Context: an optimization exercise on an open-source flow, tuned for small area, a short achievable clock period and few clock cycles per item. The choices shown serve that exercise and are no tape-out recipe.
Power and IR drop assume default switching activity.

==> flow/design.v (excerpt) <==
module sge_fsk_mod (
    input  wire       clk,
    input  wire       rst,
    input  wire       cfg_msb_first,    
    input  wire       cfg_invert_ss,    
    input  wire       in_valid,
    output wire       in_ready,
    input  wire [7:0] in_data,
    input  wire       in_last,
    output wire       out_valid,
    input  wire       out_ready,
    output wire [7:0] out_sample,
    output wire       out_last
);
clock: 8.5 ns
lec_check: 0
abc_area: 1
cap_margin: 20
core_margin: 2
core_utilization: 40
setup_slack_margin: 5
slew_margin: 20
standard.sh (not shown) runs the stock make flow with config.mk's settings and CLKGATE_MAP_FILE= SYNTH_SCRIPT=/design/flow/synth_recipe.tcl, a recipe that flattens the netlist after the stock synthesis.
==> flow/flow/run.sh <==
#!/bin/bash
# The standard layout (the standard.sh) with two changes:
# - after the standard synthesis, the combinational logic is mapped again by
#   abc with a stronger area script (flow/reopt.sh); every register keeps its
#   cell, name and connections;
# - the port buffers are buf_2 cells instead of the default choice.
# Synthesis leaves full and half adders as plain gates (no adder cells).
set -euo pipefail
export ADDER_MAP_FILE=
export BUFFER_PORTS_ARGS="-buffer_cell sky130_fd_sc_hd__buf_2"
R=orfs/results/$FLOW_PLATFORM/sge_fsk_mod/base
bash standard.sh synth > synth.log 2>&1
cp $R/1_2_yosys.v std_synth.v
bash flow/reopt.sh std_synth.v $R/1_2_yosys.v reopt $PWD/flow/abc_deep.script > reopt_summary.log 2>&1
rm -f $R/1_synth.odb
bash standard.sh finish > flow.log 2>&1
==> flow/flow/abc_deep.script <==
strash
&get -n
&deepsyn -T 60
&dch -f
&nf -R 1000
&put
Other scripts of this flow, unchanged in this note and not shown: flow/flow/cells2v.py, flow/flow/reopt.sh
The starting point completed with no timing, DRC or antenna violations.
==> next run, changes <==
==> flow/flow/abc_deep.script (replaced) <==
strash
&get -n
&deepsyn -T 30
&put
dch -f
map -a
After rerunning: The changed run passed the timing, design-rule and antenna checks; cell area rose by 0.31%; die area went up by 1.7%; synthesized cell count rises by 19%.
Function was not checked in any run of this note: the RTL went through the layout flow alone.

========
The RTL this note starts from:
==> flow/design.v <==
module sge_fsk_mod (
    input  wire       clk,
    input  wire       rst,
    input  wire       cfg_msb_first,    
    input  wire       cfg_invert_ss,    
    input  wire       in_valid,
    output wire       in_ready,
    input  wire [7:0] in_data,
    input  wire       in_last,
    output wire       out_valid,
    input  wire       out_ready,
    output wire [7:0] out_sample,
    output wire       out_last
);
    localparam [7:0]  SYNC_BYTE = 8'hAB;
    localparam [2:0] M_IDLE  = 3'd0;
    localparam [2:0] M_LEAD  = 3'd1;
    localparam [2:0] M_SYNC0 = 3'd2;
    localparam [2:0] M_SYNC1 = 3'd3;
    localparam [2:0] M_DATA  = 3'd4;
    localparam [2:0] M_TRAIL = 3'd5;
    reg  [2:0]  mode;       
    reg  [3:0]  bidx;       
    reg  [5:0]  samp;       
    reg         tone_q;     
    reg         nbit_q;     
    reg         last_q;     
    reg         ir_q;       
    reg         iv_q;       
    reg         ov_q;
    reg  [7:0]  os_q;
    reg         ol_q;
    assign in_ready   = ir_q;
    assign out_valid  = ov_q;
    assign out_sample = os_q;
    assign out_last   = ol_q;
    wire bit_end   = (samp == 6'd39);
    wire frame_end = bit_end && (bidx == 4'd15);
    wire stall     = (mode == M_DATA) && (bidx == 4'd0) && (samp == 6'd0) && !iv_q;
    wire have      = (mode != M_IDLE) && !stall;
    wire load      = have && (!ov_q || out_ready);
    function [6:0] qsin;
        input [6:0] k;
        begin
            case (k)
            7'd0: qsin = 7'd0;
            7'd1: qsin = 7'd3;
            7'd2: qsin = 7'd6;
            7'd3: qsin = 7'd9;
            7'd4: qsin = 7'd12;
            7'd5: qsin = 7'd16;
            7'd6: qsin = 7'd19;
            7'd7: qsin = 7'd22;
            7'd8: qsin = 7'd25;
            7'd9: qsin = 7'd28;
            7'd10: qsin = 7'd31;
            7'd11: qsin = 7'd34;
            7'd12: qsin = 7'd37;
            7'd13: qsin = 7'd40;
            7'd14: qsin = 7'd43;
            7'd15: qsin = 7'd46;
            7'd16: qsin = 7'd49;
            7'd17: qsin = 7'd51;
            7'd18: qsin = 7'd54;
            7'd19: qsin = 7'd57;
            7'd20: qsin = 7'd60;
            7'd21: qsin = 7'd63;
            7'd22: qsin = 7'd65;
            7'd23: qsin = 7'd68;
            7'd24: qsin = 7'd71;
            7'd25: qsin = 7'd73;
            7'd26: qsin = 7'd76;
            7'd27: qsin = 7'd78;
            7'd28: qsin = 7'd81;
            7'd29: qsin = 7'd83;
            7'd30: qsin = 7'd85;
            7'd31: qsin = 7'd88;
            7'd32: qsin = 7'd90;
            7'd33: qsin = 7'd92;
            7'd34: qsin = 7'd94;
            7'd35: qsin = 7'd96;
            7'd36: qsin = 7'd98;
            7'd37: qsin = 7'd100;
            7'd38: qsin = 7'd102;
            7'd39: qsin = 7'd104;
            7'd40: qsin = 7'd106;
            7'd41: qsin = 7'd107;
            7'd42: qsin = 7'd109;
            7'd43: qsin = 7'd111;
            7'd44: qsin = 7'd112;
            7'd45: qsin = 7'd113;
            7'd46: qsin = 7'd115;
            7'd47: qsin = 7'd116;
            7'd48: qsin = 7'd117;
            7'd49: qsin = 7'd118;
            7'd50: qsin = 7'd120;
            7'd51: qsin = 7'd121;
            7'd52: qsin = 7'd122;
            7'd53: qsin = 7'd122;
            7'd54: qsin = 7'd123;
            7'd55: qsin = 7'd124;
            7'd56: qsin = 7'd125;
            7'd57: qsin = 7'd125;
            7'd58: qsin = 7'd126;
            7'd59: qsin = 7'd126;
            7'd60: qsin = 7'd126;
            7'd61: qsin = 7'd127;
            7'd62: qsin = 7'd127;
            7'd63: qsin = 7'd127;
            7'd64: qsin = 7'd127;
            default: qsin = 7'd0;
            endcase
        end
    endfunction
    reg  [7:1] ph1;    
    reg  [15:8] ph8;    
    reg         c8;
    reg  [23:16] ph16;    
    reg         c16;
    reg  [31:24] ph24;    
    reg         c24;
    wire        tone_a3 = ahead3 ? nbit_q : tone_q;
    wire [7:0] sum1 = {1'b0, ph1} + (tone_a3 ? 8'd51 : 8'd94) + 1'b0;
    wire        tone_a2 = ahead2 ? nbit_q : tone_q;
    wire [8:0] sum8 = {1'b0, ph8} + (tone_a2 ? 9'd102 : 9'd187) + c8;
    wire        tone_a1 = ahead1 ? nbit_q : tone_q;
    wire [8:0] sum16 = {1'b0, ph16} + (tone_a1 ? 9'd102 : 9'd187) + c16;
    wire [8:0] sum24 = {1'b0, ph24} + (tone_q ? 9'd6 : 9'd11) + c24;
    always @(posedge clk) begin
        if (rst) begin
            ph1 <= 7'd25;
            ph8 <= 8'd204;
            c8 <= 1'b1;
            ph16 <= 8'd102;
            c16 <= 1'b0;
            ph24 <= 8'd0;
            c24 <= 1'b0;
        end else if (load) begin
            ph1 <= sum1[6:0];
            c8 <= sum1[7];
            ph8 <= sum8[7:0];
            c16 <= sum8[8];
            ph16 <= sum16[7:0];
            c24 <= sum16[8];
            ph24 <= sum24[7:0];
        end
    end
    wire ahead1 = (samp >= 6'd39);
    wire ahead2 = (samp >= 6'd38);
    wire ahead3 = (samp >= 6'd37);
    function [7:0] sine;
        input [7:0] i;
        reg [6:0] k;
        reg [6:0] m;
        begin
            k = i[6] ? (7'd0 - i[6:0]) : i[6:0];
            m = qsin(k);
            sine = i[7] ? (8'd0 - {1'b0, m}) : {1'b0, m};
        end
    endfunction
    reg  [2:0] n_mode;
    reg  [3:0] n_bidx;
    always @(*) begin
        n_mode = mode;
        n_bidx = bidx + 4'd1;
        if (bidx == 4'd15) begin
            case (mode)
                M_LEAD:  n_mode = M_SYNC0;
                M_SYNC0: n_mode = M_SYNC1;
                M_SYNC1: n_mode = M_DATA;
                M_DATA:  n_mode = last_q ? M_TRAIL : M_DATA;
                default: n_mode = M_LEAD;     
            endcase
            if (n_mode == M_LEAD || n_mode == M_TRAIL)
                n_bidx = 4'd14;
        end
    end
    wire       n_tonepart = (n_mode == M_LEAD) || (n_mode == M_TRAIL);
    wire [2:0] d_idx = cfg_msb_first ? {n_bidx[2], ~n_bidx[1:0]} : {~n_bidx[2], n_bidx[1:0]};
    wire [2:0] s_idx = {n_bidx[2], ~n_bidx[1:0]};
    reg n_bit;
    always @(*) begin
        if (n_tonepart)
            n_bit = 1'b1;
        else if (n_bidx < 4'd4)
            n_bit = cfg_invert_ss;
        else if (n_bidx < 4'd12)
            n_bit = (n_mode == M_DATA) ? in_data[d_idx] : SYNC_BYTE[s_idx];
        else
            n_bit = !cfg_invert_ss;
    end
    always @(posedge clk) begin
        if (rst) begin
            mode <= M_IDLE;
            ir_q <= 1'b0;
            ov_q <= 1'b0;
            iv_q <= 1'b0;
        end else begin
            iv_q <= in_valid && !ir_q;
            if (ir_q && in_valid)
                ir_q <= 1'b0;
            if (mode == M_IDLE && in_valid)
                mode <= M_LEAD;
            if (!ov_q || out_ready)
                ov_q <= have;
            if (load) begin
                if (frame_end)
                    mode <= (mode == M_TRAIL) ? (in_valid ? M_LEAD : M_IDLE) : n_mode;
                if ((mode == M_DATA) && (bidx == 4'd11) && bit_end)
                    ir_q <= 1'b1;
            end
        end
    end
    always @(posedge clk) begin
        nbit_q <= n_bit;
        if (ir_q && in_valid)
            last_q <= in_last;
        if (mode == M_IDLE) begin
            bidx   <= 4'd14;
            samp   <= 6'd0;
            tone_q <= 1'b1;
        end
        if (load) begin
            os_q <= sine(ph24);
            ol_q <= (mode == M_TRAIL) && frame_end;
            if (bit_end) begin
                samp   <= 6'd0;
                bidx   <= n_bidx;
                tone_q <= nbit_q;
            end else begin
                samp <= samp + 6'd1;
            end
        end
    end
endmodule
export LEC_CHECK = 0
export ABC_AREA = 1
export CAP_MARGIN = 20
export CORE_MARGIN = 2
export CORE_UTILIZATION = 40
export SETUP_SLACK_MARGIN = 5
export SLEW_MARGIN = 20
create_clock -name core_clock -period 8.5 [get_ports {clk}]
==> flow/flow/abc_deep.script <==
strash
&get -n
&deepsyn -T 60
&dch -f
&nf -R 100
&put
Scripts as last shown in full above: flow/flow/run.sh
Other scripts of this flow, unchanged in this note and not shown: flow/flow/cells2v.py, flow/flow/reopt.sh
The starting point produced a clean layout.
Next try:
==> flow/flow/abc_deep.script (replaced) <==
strash
&get -n
&deepsyn -T 30
&put
dch -f
map -a
- CTS_CLUSTER_SIZE: not set -> 40
- SETUP_SLACK_MARGIN: 5 -> 1
Via count goes up by 6.2%.
Register-to-register slack got worse by 0.60 ns.
Die area increases by 1.7%.
Sequential share of layout area went up by 1.9 points.
Core utilization falls by 3.6 points.
Next try:
--- a/flow/flow/run.sh
+++ b/flow/flow/run.sh
@@ -15,2 +15,2 @@
 rm -f $R/1_synth.odb
-bash standard.sh finish > flow.log 2>&1
+bash standard.sh SETUP_SLACK_MARGIN=5.6 finish > flow.log 2>&1
- CTS_CLUSTER_SIZE: 40 -> not set
- SETUP_SLACK_MARGIN: 1 -> 5
=> The new run ran to the end with no violations; via count came out higher by 15%; cell count came out higher by 13%; core utilization came out higher by 16 points; count of clock-buffer cells in the layout came out higher by 2; sequential share of layout area came out lower by 8.4 points; fmax came out higher by 35%; wire length came out higher by 43%; sequential power barely changes; combinational power came out higher by 76%; cell area came out higher by 34%; power came out higher by 8.9%.
Next try:
--- a/flow/flow/run.sh
+++ b/flow/flow/run.sh
@@ -15,2 +15,2 @@
 rm -f $R/1_synth.odb
-bash standard.sh SETUP_SLACK_MARGIN=5.6 finish > flow.log 2>&1
+bash standard.sh SETUP_SLACK_MARGIN=5.3 finish > flow.log 2>&1
=>
- The new run passed the timing, design-rule and antenna checks
- synthesized area stays the same
- first-iteration DRC count fell by about a fifth
- non-clock buffer count falls by 57
- worst hold slack got worse by 0.0065 ns
- routed wire length shrinks by about a fifth
- cell count fell by a little under a tenth
No functional check of the RTL was part of any run of this note.

## static timing again, ports no longer ideal
In the flow no input, the clock included, has a driving cell. The finished layouts below were timed again as built, in two steps.
Step 1 sets driving cells, clkbuf_16 on the clock port and buf_2 on the other inputs (assumed; they add their load-dependent delay and slew).
Step 2 adds t to the input delays and takes it off the output delays; t is the mean of the earliest and latest rising clock arrival at the registers after step 1. Input paths then give back, and output paths get back, about the clock's delay inside the block.
Three values: ideal, step 1, step 2; two values: the first two.
run	t (ns)	setup slack, ns	cell pins on the clock port's net
the first run of note 1	0.358	5.156 / 5.167 / 4.809	1
the second run of note 1	0.357	5.202 / 5.208 / 4.851	1
the first run of note 2	0.358	5.156 / 5.167 / 4.809	1
the second run of note 2	0.369	4.301 / 4.309 / 3.940	1
the third run of note 2	0.377	5.388 / 5.388 / 5.119	1
the fourth run of note 2	0.367	5.406 / 5.406 / 5.108	1
After both steps setup and hold are still met in every run listed. For the second run of note 2, which loses most, drivers alone change the setup slack by +0.008 ns; drivers and shift together by -0.361 ns.
